This design comes from an exercise in tuning for small area, a short achievable clock period and few clock cycles per item on the open sky130 flow, not from production work. In this exercise RTL edits were held to simulation tests only and were not proved equivalent to the original. Power figures rest on the tool's default switching activity, not on a simulated workload.

`design/flow/design.v`:
```
module bcmseq #(
    parameter [15:0] BASE_LOOP_TICKS = 16'd8,
    parameter [15:0] CALL_OVERHEAD   = 16'd2,
    parameter [15:0] FIRST_INTERVAL  = 16'd100
) (
    input  wire        clk,
    input  wire        rst,
    input  wire        cmd_valid,
    input  wire [51:0] cmd,
    output wire        cmd_ready,
    output reg         rsp_valid,
    output reg  [7:0]  rsp,
    input  wire [1:0]  rot,
    output reg         hm_en,
    output reg         hm_we,
    output reg  [10:0] hm_addr,
    output reg  [7:0]  hm_wdata,
    input  wire [7:0]  hm_rdata,
    output reg         sm_en,
    output reg  [10:0] sm_addr,
    input  wire [7:0]  sm_rdata,
    output reg         tmr_load,
    output reg  [15:0] tmr_period,
    output reg         tmr_stop,
    input  wire        tmr_expire,
    output reg         p_blank,
    output reg         p_lat,
    output reg         p_clk,
    output reg  [3:0]  p_addr,
    output reg  [5:0]  p_data
);
    localparam NROWS  = 8;
    localparam FBSIZE = 768;
    localparam [2:0] LAST_ROW = 3'd7;     
    localparam [3:0] OP_BEGIN    = 4'h1,
                     OP_STOP     = 4'h2,
                     OP_SETPIXEL = 4'h3,
                     OP_SWAPREQ  = 4'h4,
                     OP_RDSTAT   = 4'h5,
                     OP_COPYFWD  = 4'h6,
                     OP_BUFRD    = 4'h7,
                     OP_BUFWR    = 4'h8;
    reg        active;
    reg        pending;      
    reg        swapreq;
    reg        back;         
    reg [1:0]  plane;
    reg [2:0]  row;
    localparam [3:0] H_IDLE    = 4'd0,
                     H_FILL    = 4'd1,
                     H_BINIT   = 4'd2,
                     H_BLOAD   = 4'd3,
                     H_BACT    = 4'd4,
                     H_STOPW   = 4'd5,
                     H_PX_RD   = 4'd6,
                     H_PX_WAIT = 4'd7,
                     H_PX_WR1  = 4'd8,
                     H_PX_WR2  = 4'd9,
                     H_CP_RD   = 4'd10,
                     H_CP_WAIT = 4'd11,
                     H_CP_WR   = 4'd12,
                     H_RD_RD   = 4'd13,
                     H_RD_WAIT = 4'd14;
    reg [3:0]  hstate;
    reg [9:0]  h_off;        
    reg        h_buf;        
    reg [7:0]  h_data;       
    reg [2:0]  px_step;      
    reg [9:0]  px_base;
    reg        px_bot;
    reg [3:0]  px_r, px_g, px_b;
    assign cmd_ready = (hstate == H_IDLE);
    wire        accept = cmd_valid && cmd_ready;
    wire [3:0]  op     = cmd[51:48];
    wire [15:0] cx     = cmd[47:32];
    wire [15:0] cy     = cmd[31:16];
    wire [15:0] cc     = cmd[15:0];
    wire stop_acc = accept && (op == OP_STOP) && active;
    reg op_is_bufwr;
    always @(posedge clk) begin
        if (rst)
            op_is_bufwr <= 1'b0;
        else if (accept)
            op_is_bufwr <= (op == OP_BUFWR);
    end
    wire        rot_odd = rot[0];
    wire [15:0] lw      = rot_odd ? 16'd16 : 16'd32;
    wire [15:0] lh      = rot_odd ? 16'd32 : 16'd16;
    wire        in_range = !cx[15] && !cy[15] && (cx < lw) && (cy < lh);
    reg [4:0] rx;    
    reg [3:0] ry;    
    always @(*) begin
        case (rot)
            2'd0: begin rx = cx[4:0];           ry = cy[3:0];           end
            2'd1: begin rx = 5'd31 - cy[4:0];   ry = cx[3:0];           end
            2'd2: begin rx = 5'd31 - cx[4:0];   ry = 4'd15 - cy[3:0];   end
            default: begin rx = cy[4:0];        ry = 4'd15 - cx[3:0];   end
        endcase
    end
    wire [2:0] rrow   = ry[2:0];
    wire [9:0] rbase  = {rrow, 6'b0} + {1'b0, rrow, 5'b0} + {5'b0, rx};
    reg [9:0] st_off;
    reg [7:0] st_mask;
    reg [7:0] st_set;
    reg       st_two;
    always @(*) begin
        st_off  = px_base;
        st_mask = 8'h00;
        st_set  = 8'h00;
        st_two  = 1'b0;
        if (!px_bot) begin
            case (px_step)
                3'd0: begin st_off = px_base + 10'd64; st_mask = 8'h03;
                            st_set = {6'b0, px_g[0], px_r[0]}; st_two = 1'b1; end
                3'd1: begin st_off = px_base + 10'd32; st_mask = 8'h01;
                            st_set = {7'b0, px_b[0]}; st_two = 1'b1; end
                3'd2: begin st_off = px_base;          st_mask = 8'h1C;
                            st_set = {3'b0, px_b[1], px_g[1], px_r[1], 2'b0}; end
                3'd3: begin st_off = px_base + 10'd32; st_mask = 8'h1C;
                            st_set = {3'b0, px_b[2], px_g[2], px_r[2], 2'b0}; end
                default: begin st_off = px_base + 10'd64; st_mask = 8'h1C;
                            st_set = {3'b0, px_b[3], px_g[3], px_r[3], 2'b0}; end
            endcase
        end else begin
            case (px_step)
                3'd0: begin st_off = px_base;          st_mask = 8'h03;
                            st_set = {6'b0, px_b[0], px_g[0]}; st_two = 1'b1; end
                3'd1: begin st_off = px_base + 10'd32; st_mask = 8'h02;
                            st_set = {6'b0, px_r[0], 1'b0}; st_two = 1'b1; end
                3'd2: begin st_off = px_base;          st_mask = 8'hE0;
                            st_set = {px_b[1], px_g[1], px_r[1], 5'b0}; end
                3'd3: begin st_off = px_base + 10'd32; st_mask = 8'hE0;
                            st_set = {px_b[2], px_g[2], px_r[2], 5'b0}; end
                default: begin st_off = px_base + 10'd64; st_mask = 8'hE0;
                            st_set = {px_b[3], px_g[3], px_r[3], 5'b0}; end
            endcase
        end
    end
    always @(*) begin
        hm_en    = 1'b0;
        hm_we    = 1'b0;
        hm_addr  = {h_buf, h_off};
        hm_wdata = 8'h00;
        case (hstate)
            H_FILL:    begin hm_en = 1'b1; hm_we = 1'b1; end
            H_PX_RD:   begin hm_en = 1'b1; hm_addr = {h_buf, st_off}; end
            H_PX_WR1:  begin hm_en = 1'b1; hm_we = 1'b1; hm_addr = {h_buf, st_off};
                             hm_wdata = st_two ? (h_data & ~st_mask)
                                               : ((h_data & ~st_mask) | st_set); end
            H_PX_WR2:  begin hm_en = 1'b1; hm_we = 1'b1; hm_addr = {h_buf, st_off};
                             hm_wdata = (h_data & ~st_mask) | st_set; end
            H_CP_RD:   begin hm_en = 1'b1; hm_addr = {~h_buf, h_off}; end
            H_CP_WR:   begin hm_en = 1'b1; hm_we = 1'b1; hm_wdata = h_data; end
            H_RD_RD:   begin hm_en = 1'b1; end
            default: ;
        endcase
    end
    localparam [3:0] Q_IDLE    = 4'd0,
                     Q_LAT     = 4'd1,
                     Q_ADV     = 4'd2,
                     Q_ADDR    = 4'd3,
                     Q_TMR     = 4'd4,
                     Q_UNBLANK = 4'd5,
                     Q_UNLAT   = 4'd6,
                     Q_RD0     = 4'd7,
                     Q_RD1     = 4'd8,
                     Q_RD2     = 4'd9,
                     Q_CAP     = 4'd10,
                     Q_CLKH    = 4'd11,
                     Q_CLKL    = 4'd12;
    reg [3:0]  qstate;
    reg [4:0]  col;
    reg [15:0] dur;
    reg [7:0]  b0, b32;
    wire [15:0] bc2     = BASE_LOOP_TICKS + {CALL_OVERHEAD[14:0], 1'b0};
    wire [15:0] dur_now = (bc2 << plane) - CALL_OVERHEAD;
    wire [9:0] row_base = {row, 6'b0} + {1'b0, row, 5'b0};
    wire [9:0] band_off = (plane == 2'd0) ? 10'd0 : {3'b0, plane - 2'd1, 5'b0};
    always @(*) begin
        sm_en   = 1'b0;
        sm_addr = {~back, row_base + band_off + {5'b0, col}};
        case (qstate)
            Q_RD0: sm_en = 1'b1;
            Q_RD1: begin sm_en = 1'b1; sm_addr = {~back, row_base + 10'd32 + {5'b0, col}}; end
            Q_RD2: begin sm_en = 1'b1; sm_addr = {~back, row_base + 10'd64 + {5'b0, col}}; end
            default: ;
        endcase
    end
    always @(posedge clk) begin
        rsp_valid <= 1'b0;
        tmr_load  <= 1'b0;
        tmr_stop  <= 1'b0;
        if (rst) begin
            hstate    <= H_IDLE;
            qstate    <= Q_IDLE;
            active    <= 1'b0;
            pending   <= 1'b0;
            swapreq   <= 1'b0;
            back      <= 1'b0;
            plane     <= 2'd3;
            row       <= LAST_ROW;
            p_blank   <= 1'b1;
            p_lat     <= 1'b0;
            p_clk     <= 1'b0;
            p_addr    <= 4'd0;
            p_data    <= 6'd0;
            tmr_period <= 16'd0;
            h_off     <= 10'd0;
            h_buf     <= 1'b0;
        end else begin
            case (hstate)
                H_IDLE: if (accept) begin
                    case (op)
                        OP_BEGIN: if (!active) begin
                            h_buf  <= 1'b0;
                            h_off  <= 10'd0;
                            hstate <= H_FILL;
                        end
                        OP_STOP: if (active) begin
                            active <= 1'b0;
                            hstate <= H_STOPW;
                        end
                        OP_SETPIXEL: if (active && in_range) begin
                            h_buf   <= back;
                            px_base <= rbase;
                            px_bot  <= ry[3];
                            px_r    <= cc[15:12];
                            px_g    <= cc[10:7];
                            px_b    <= cc[4:1];
                            px_step <= 3'd0;
                            hstate  <= H_PX_RD;
                        end
                        OP_SWAPREQ: if (active)
                            swapreq <= 1'b1;
                        OP_RDSTAT: if (active) begin
                            rsp       <= {7'b0, swapreq};
                            rsp_valid <= 1'b1;
                        end
                        OP_COPYFWD: if (active) begin
                            h_buf  <= back;
                            h_off  <= 10'd0;
                            hstate <= H_CP_RD;
                        end
                        OP_BUFRD: if (active && cx < FBSIZE) begin
                            h_buf  <= back;
                            h_off  <= cx[9:0];
                            hstate <= H_RD_RD;
                        end
                        OP_BUFWR: if (active && cx < FBSIZE) begin
                            h_buf  <= back;
                            h_off  <= cx[9:0];
                            h_data <= cc[7:0];
                            hstate <= H_CP_WR;
                        end
                        default: ;
                    endcase
                end
                H_FILL: begin
                    if (h_off == FBSIZE - 1) begin
                        h_off <= 10'd0;
                        if (h_buf) hstate <= H_BINIT;
                        h_buf <= 1'b1;
                    end else begin
                        h_off <= h_off + 10'd1;
                    end
                end
                H_BINIT: hstate <= H_BLOAD;      
                H_BLOAD: begin
                    tmr_load   <= 1'b1;
                    tmr_period <= FIRST_INTERVAL;
                    hstate     <= H_BACT;
                end
                H_BACT: begin
                    active <= 1'b1;
                    hstate <= H_IDLE;
                end
                H_STOPW: if (qstate == Q_IDLE) begin
                    tmr_stop <= 1'b1;
                    hstate   <= H_IDLE;
                end
                H_PX_RD:   hstate <= H_PX_WAIT;
                H_PX_WAIT: begin
                    h_data <= hm_rdata;
                    hstate <= H_PX_WR1;
                end
                H_PX_WR1: begin
                    if (st_two) begin
                        hstate <= H_PX_WR2;
                    end else if (px_step == 3'd4) begin
                        hstate <= H_IDLE;
                    end else begin
                        px_step <= px_step + 3'd1;
                        hstate  <= H_PX_RD;
                    end
                end
                H_PX_WR2: begin
                    px_step <= px_step + 3'd1;
                    hstate  <= H_PX_RD;
                end
                H_CP_RD:   hstate <= H_CP_WAIT;
                H_CP_WAIT: begin
                    h_data <= hm_rdata;
                    hstate <= H_CP_WR;
                end
                H_CP_WR: begin
                    if (h_off == FBSIZE - 1 || op_is_bufwr) begin
                        hstate <= H_IDLE;
                    end else begin
                        h_off  <= h_off + 10'd1;
                        hstate <= H_CP_RD;
                    end
                end
                H_RD_RD:   hstate <= H_RD_WAIT;
                H_RD_WAIT: begin
                    rsp       <= hm_rdata;
                    rsp_valid <= 1'b1;
                    hstate    <= H_IDLE;
                end
                default: hstate <= H_IDLE;
            endcase
            case (qstate)
                Q_IDLE: if (active && pending) begin
                    pending <= 1'b0;
                    p_blank <= 1'b1;
                    qstate  <= Q_LAT;
                end
                Q_LAT: begin
                    if (active && !stop_acc) begin
                        p_lat  <= 1'b1;
                        qstate <= Q_ADV;
                    end else begin
                        qstate <= Q_IDLE;
                    end
                end
                Q_ADV: begin
                    dur <= dur_now;
                    if (plane != 2'd3) begin
                        plane <= plane + 2'd1;
                    end else begin
                        plane <= 2'd0;
                        if (row != LAST_ROW) begin
                            row <= row + 3'd1;
                        end else begin
                            row <= 3'd0;
                            if (swapreq) begin
                                back    <= ~back;
                                swapreq <= 1'b0;
                            end
                        end
                    end
                    qstate <= Q_ADDR;
                end
                Q_ADDR: begin
                    if (plane == 2'd1)
                        p_addr <= {1'b0, row};
                    qstate <= Q_TMR;
                end
                Q_TMR: begin
                    tmr_load   <= 1'b1;
                    tmr_period <= dur;
                    qstate     <= Q_UNBLANK;
                end
                Q_UNBLANK: begin
                    p_blank <= 1'b0;
                    qstate  <= Q_UNLAT;
                end
                Q_UNLAT: begin
                    p_lat  <= 1'b0;
                    col    <= 5'd0;
                    qstate <= Q_RD0;
                end
                Q_RD0: qstate <= (plane == 2'd0) ? Q_RD1 : Q_CAP;
                Q_RD1: begin
                    b0     <= sm_rdata;
                    qstate <= Q_RD2;
                end
                Q_RD2: begin
                    b32    <= sm_rdata;
                    qstate <= Q_CAP;
                end
                Q_CAP: begin
                    if (plane == 2'd0)
                        p_data <= {b0[1:0], b32[1:0], sm_rdata[1:0]};
                    else
                        p_data <= sm_rdata[7:2];
                    qstate <= Q_CLKH;
                end
                Q_CLKH: begin
                    p_clk  <= 1'b1;
                    qstate <= Q_CLKL;
                end
                Q_CLKL: begin
                    p_clk <= 1'b0;
                    if (col == 5'd31) begin
                        qstate <= Q_IDLE;
                    end else begin
                        col    <= col + 5'd1;
                        qstate <= Q_RD0;
                    end
                end
                default: qstate <= Q_IDLE;
            endcase
            if (hstate == H_BINIT) begin
                plane   <= 2'd3;
                row     <= LAST_ROW;
                swapreq <= 1'b0;
                back    <= 1'b0;
                pending <= 1'b0;
                p_blank <= 1'b1;
                p_lat   <= 1'b0;
                p_clk   <= 1'b0;
                p_addr  <= 4'd0;
                p_data  <= 6'd0;
            end
            if (hstate == H_STOPW && qstate == Q_IDLE) begin
                pending <= 1'b0;
                p_blank <= 1'b1;
            end
            if (tmr_expire)
                pending <= 1'b1;
        end
    end
endmodule
```
`design/flow/run.sh`:
```
#!/bin/bash
# synth_recipe.tcl (not shown) runs the flow's synth.tcl, then flattens the netlist and writes it again
# the make line also repeats each setting of config.mk as NAME=value (left out here)
make -C /OpenROAD-flow-scripts/flow DESIGN_CONFIG=/design/flow/config.mk WORK_HOME=/design/flow/orfs CLKGATE_MAP_FILE= SYNTH_SCRIPT=/design/flow/synth_recipe.tcl finish
```
`design/flow/config.mk`:
```
export PLATFORM = sky130hd
export DESIGN_NAME = bcmseq
export DESIGN_NICKNAME = bcmseq
export VERILOG_FILES = /design/flow/design.v
export SDC_FILE = /design/flow/constraint.sdc
export NUM_CORES = 4
export LEC_CHECK = 0
export CAP_MARGIN = 20
export CORE_MARGIN = 2
export CORE_UTILIZATION = 40
export SLEW_MARGIN = 20
```
`design/flow/constraint.sdc`:
```
create_clock -name core_clock -period 6.0 [get_ports {clk}]
set_input_delay 1.2000 -clock core_clock [delete_from_list [all_inputs] [get_ports {clk}]]
set_output_delay 1.2000 -clock core_clock [all_outputs]
set_load 0.01 [all_outputs]
```
==> results.sh <==
export IMPL_power_density_mw_per_mm2=238
export IMPL_total_power_w=0.00208
export IMPL_synth_top_area_share=0.270
export IMPL_fmax_mhz=222
export IMPL_cp_start_kind="flop"
export IMPL_htree_num_levels=4
export IMPL_clkPwrFrac=0.442
export IMPL_postRouteAntennaNets=0
export IMPL_drcViolationCount=0
export IMPL_dieArea_sq_mm=0.0178
export IMPL_synth_area_top_cells="edfxtp_1 (27%), dfxtp_1 (16%), ha_1 (5.1%)"
export IMPL_hpwl_mm=13.2
export IMPL_vias=5789
export IMPL_netlist_instances=712
export IMPL_crit_type="flop to primary output"
export IMPL_swShare=0.269
export IMPL_coreArea_sq_mm=0.0165
export IMPL_rr_startpoint="hstate[3]$_SDFFE_PP0P_"
export IMPL_num_rows=47
export IMPL_power_leakage_nw=3.10
export IMPL_drive_gt1_frac=0.0768
export IMPL_hold_ws_ns=0.482
export IMPL_cp_slowest_stage_delay_ns=0.82
export IMPL_grt_setup_unrepaired="false"
export IMPL_status="timing/DRC/antenna clean"
export IMPL_met3_usage=0.0567
export IMPL_synth_distinct_cells=71
export IMPL_grt_busiest_layer="met2"
export IMPL_crit_buf_inv=1
export IMPL_grt_pass1_wl_mm=28.2
export IMPL_place_congestion=0.845
export IMPL_dieHeight_microns=133
export IMPL_hp_class="flop to flop"
export IMPL_tightest_slew_ns=0.962
export IMPL_vias_per_cell=5.43
export IMPL_yosysWarnings=1
export IMPL_port_buffers=144
export IMPL_antenna_cells=0
export IMPL_netlist_area_sq_mm=0.00668
export IMPL_endpoint_kind="primary output"
export IMPL_synthFlopType="edfxtp_1"
export IMPL_fin_util=0.532
export IMPL_path_clk_slew_ns=0.06
export IMPL_reg2reg_depth=6
export IMPL_first_iter_violations=359
export IMPL_power_frac_seq=0.413
export IMPL_synth_area_per_cell_sq_um=9.38
export IMPL_cp_max_fo=23
export IMPL_die_w_microns=133
export IMPL_slew_viol_final=0
export IMPL_min_period_ns=4.50
export IMPL_clkLatencyLatePin_ns=0.42
export IMPL_antenna_found_initial=0
export IMPL_internal_power_w=0.00152
export IMPL_grt_pass1_vias=5682
export IMPL_crit_top_cell="nor2_1"
export IMPL_gr_usage_met2=0.345
export IMPL_cp_num_cells=5
export IMPL_initial_core_util=0.406
export IMPL_worst_clock_skew_ns=0.00855
export IMPL_cts_repair_resized=0
export IMPL_cp_cell_sequence="nor2_1 -> and2_1 -> nor2_1 -> mux2_2 -> clkdlybuf4s50_1"
export IMPL_synth_edf_count=60
export IMPL_cts_setup_buffers=0
export IMPL_ys_seq_area_frac=0.431
export IMPL_slew_headroom=0.356
export IMPL_tritoncts="done"
export IMPL_synth_common_cells="nor2_1 (81), edfxtp_1 (60), nand2_1 (56)"
export IMPL_max_cap_violations=0
export IMPL_cp_arrival_ns=3.30
export IMPL_async_flop_share=0
export IMPL_grtUsageMet1=0.241
export IMPL_routedWlPerCell_microns=16.6
export IMPL_clockRootBuffer="clkbuf_16"
export IMPL_fillers=1478
export IMPL_critPathTopFamily="simple AND/OR/NAND/NOR gates"
export IMPL_synth_most_common_cell="nor2_1"
export IMPL_numCtsBuffers=17
export IMPL_crit_required_ns=4.80
export IMPL_tns_ns=0
export IMPL_cts_max_path_buffers=2
export IMPL_combPwrFrac=0.145
export IMPL_rr_endpoint="rsp[5]$_SDFFCE_PN0P_"
export IMPL_pin_count=148
export IMPL_yosys_area_top_type="edfxtp_1"
export IMPL_synth_seq_cells=114
export IMPL_first_pass_iters=5
export IMPL_hold_violations=0
export IMPL_endpoint="hm_addr[6]"
export IMPL_finalNetCount=937
export IMPL_crit_slowest_cell="dfxtp_1"
export IMPL_setup_viol=0
export IMPL_grt_overflow_total=0
export IMPL_period_share=0.750
export IMPL_switchingPower_w=0.000560
export IMPL_postCtsHoldBufs=0
export IMPL_grt_max_degree=26
export IMPL_cp_startpoint="hstate[2]$_SDFFE_PP0P_"
export IMPL_reg2reg_slack_ns=2.83
export IMPL_ir_drop_v=0.000221
export IMPL_grt_usage=0.201
export IMPL_areaGrowthSynthToFinish_pct=31.2
export IMPL_cts_sinks=114
export IMPL_routed_wirelength_mm=17.7
-- state kept, by name (all words and copies together) (netlist names), 2 cells and up --
| signal | count |
|---|---|
| h_off | 10 |
| px_base | 10 |
| tmr_period | 10 |
| dur | 9 |
| h_data | 8 |
| rsp | 8 |
| p_data | 6 |
| col | 5 |
| hstate | 4 |
| px_b | 4 |
| px_g | 4 |
| px_r | 4 |
| qstate | 4 |
| p_addr | 3 |
| px_step | 3 |
| row | 3 |
| b0 | 2 |
| b32 | 2 |
| plane | 2 |
-- power groups by stage --
| stage | clock (W) | combinational, W | sequential [W] |
|---|---|---|---|
| floorplan | 0 | 0.000200 | 0.000857 |
| global placement | 0 | 0.000296 | 0.000875 |
| detailed placement | 0 | 0.000300 | 0.000876 |
| CTS | 0.000940 | 0.000302 | 0.000859 |
| global route | 0.000974 | 0.000330 | 0.000863 |
| finish | 0.000921 | 0.000302 | 0.000860 |
-- routing by layer --
layer  vias up  share of wire
met4         0          0.019
li1       2822              -
met5         -              0
met1      2735           0.41
met2       201           0.51
met3        31          0.066
-- cell families (layout without fill, tap and decap cells) --
kind of cell,count (synthesis),after routing,synth area share
XOR/XNOR,31,31,0.0406
flip-flops,114,114,0.431
other,1,6,0.000561
buffers and inverters,76,205,0.0498
multiplexers,42,42,0.0663
AO/OA/AOI/OAI,164,164,0.163
adder cells (fa/ha/maj),30,30,0.0596
AND/OR/NAND/NOR,254,254,0.188
-- metrics by stage --
| stage | setup slack (ns) | cell area [sq um] | instances |
|---|---|---|---|
| 6_report | 1.50 | 8760 | 1066 |
| 2_1_floorplan | 0.825 | 6700 | 717 |
| 3_3_place_gp | 1.66 | 8210 | 1034 |
| 5_1_grt | 1.21 | 8760 | 1066 |
| 3_5_place_dp | 1.54 | 8210 | 1034 |
| 4_1_cts | 1.50 | 8750 | 1066 |
-- worst reg2reg max path, delay by kind of cell (launching register included) --
family,cells,cell delay (ns)
flops,1,0.55
compound gates,1,0.15
simple gates,4,1.91
buf+inv,1,0.19
-- worst min-delay path by stage --
stage,start,end,slack [ns],cells past startpoint
after floorplan,op_is_bufwr$_SDFFE_PP0P_,op_is_bufwr$_SDFFE_PP0P_,0.45,2
after global placement,tmr_period[1]$_SDFFE_PP0P_,tmr_period[1]$_SDFFE_PP0P_,0.47,2
after detailed placement,tmr_period[1]$_SDFFE_PP0P_,tmr_period[1]$_SDFFE_PP0P_,0.48,2
after CTS,tmr_period[1]$_SDFFE_PP0P_,tmr_period[1]$_SDFFE_PP0P_,0.48,2
after global routing,tmr_period[1]$_SDFFE_PP0P_,tmr_period[1]$_SDFFE_PP0P_,0.51,2
final,tmr_period[1]$_SDFFE_PP0P_,tmr_period[1]$_SDFFE_PP0P_,0.48,2
-- cells in the final DEF, fill, tap and decap left out, types with 18 or more instances in the layout --
master,instances
clkdlybuf4s50_1,144
edfxtp_1,60
ha_1,27
mux2_2,18
mux2i_1,24
o21ai_0,45
dfxtp_1,54
nand2_1,56
nor2_1,81
nand3_1,21
inv_1,26
xnor2_1,24
a21oi_1,35
-- cell type report --
cell class / instances / area, sq um / area share
Clock buffer: 18 / 439 / 0.0501
Clock inverter: 14 / 108 / 0.0123
Inverter: 27 / 101 / 0.0116
Multi-Input combinational cell: 527 / 3500 / 0.400
Sequential cell: 114 / 2880 / 0.329
Tap cell: 220 / 275 / 0.0314
Timing Repair Buffer: 146 / 1460 / 0.166
Testbench counts, summed over its fixed seeds: cycles 115,968, ticks 768.

-- re-timing with driven ports --
The results above use ideal ports. As a check the final layout listed here was re-extracted and re-timed, cells and wires unchanged. Step 1 assumes that a clkbuf_16 drives the clock port and a buf_2 every other input. Step 2 adds t to the input delays and takes it off the output delays; t is the mean of the earliest and latest rising clock arrival at the registers after step 1. Input paths then give back, and output paths get back, about the clock's delay inside the block. Slacks: ideal ports / drivers / drivers and shift; pairs: ideal ports / drivers.
t, ns: 0.459
setup WS [ns]: 1.497 / 1.455 / 1.564
worst setup path after step 2: input to register
latest minus earliest clock arrival (ns): 0.012 / 0.012
After both steps setup and hold are still met in this run. The setup slack of this run moves by -0.042 ns with the drivers and by +0.067 ns with both steps.
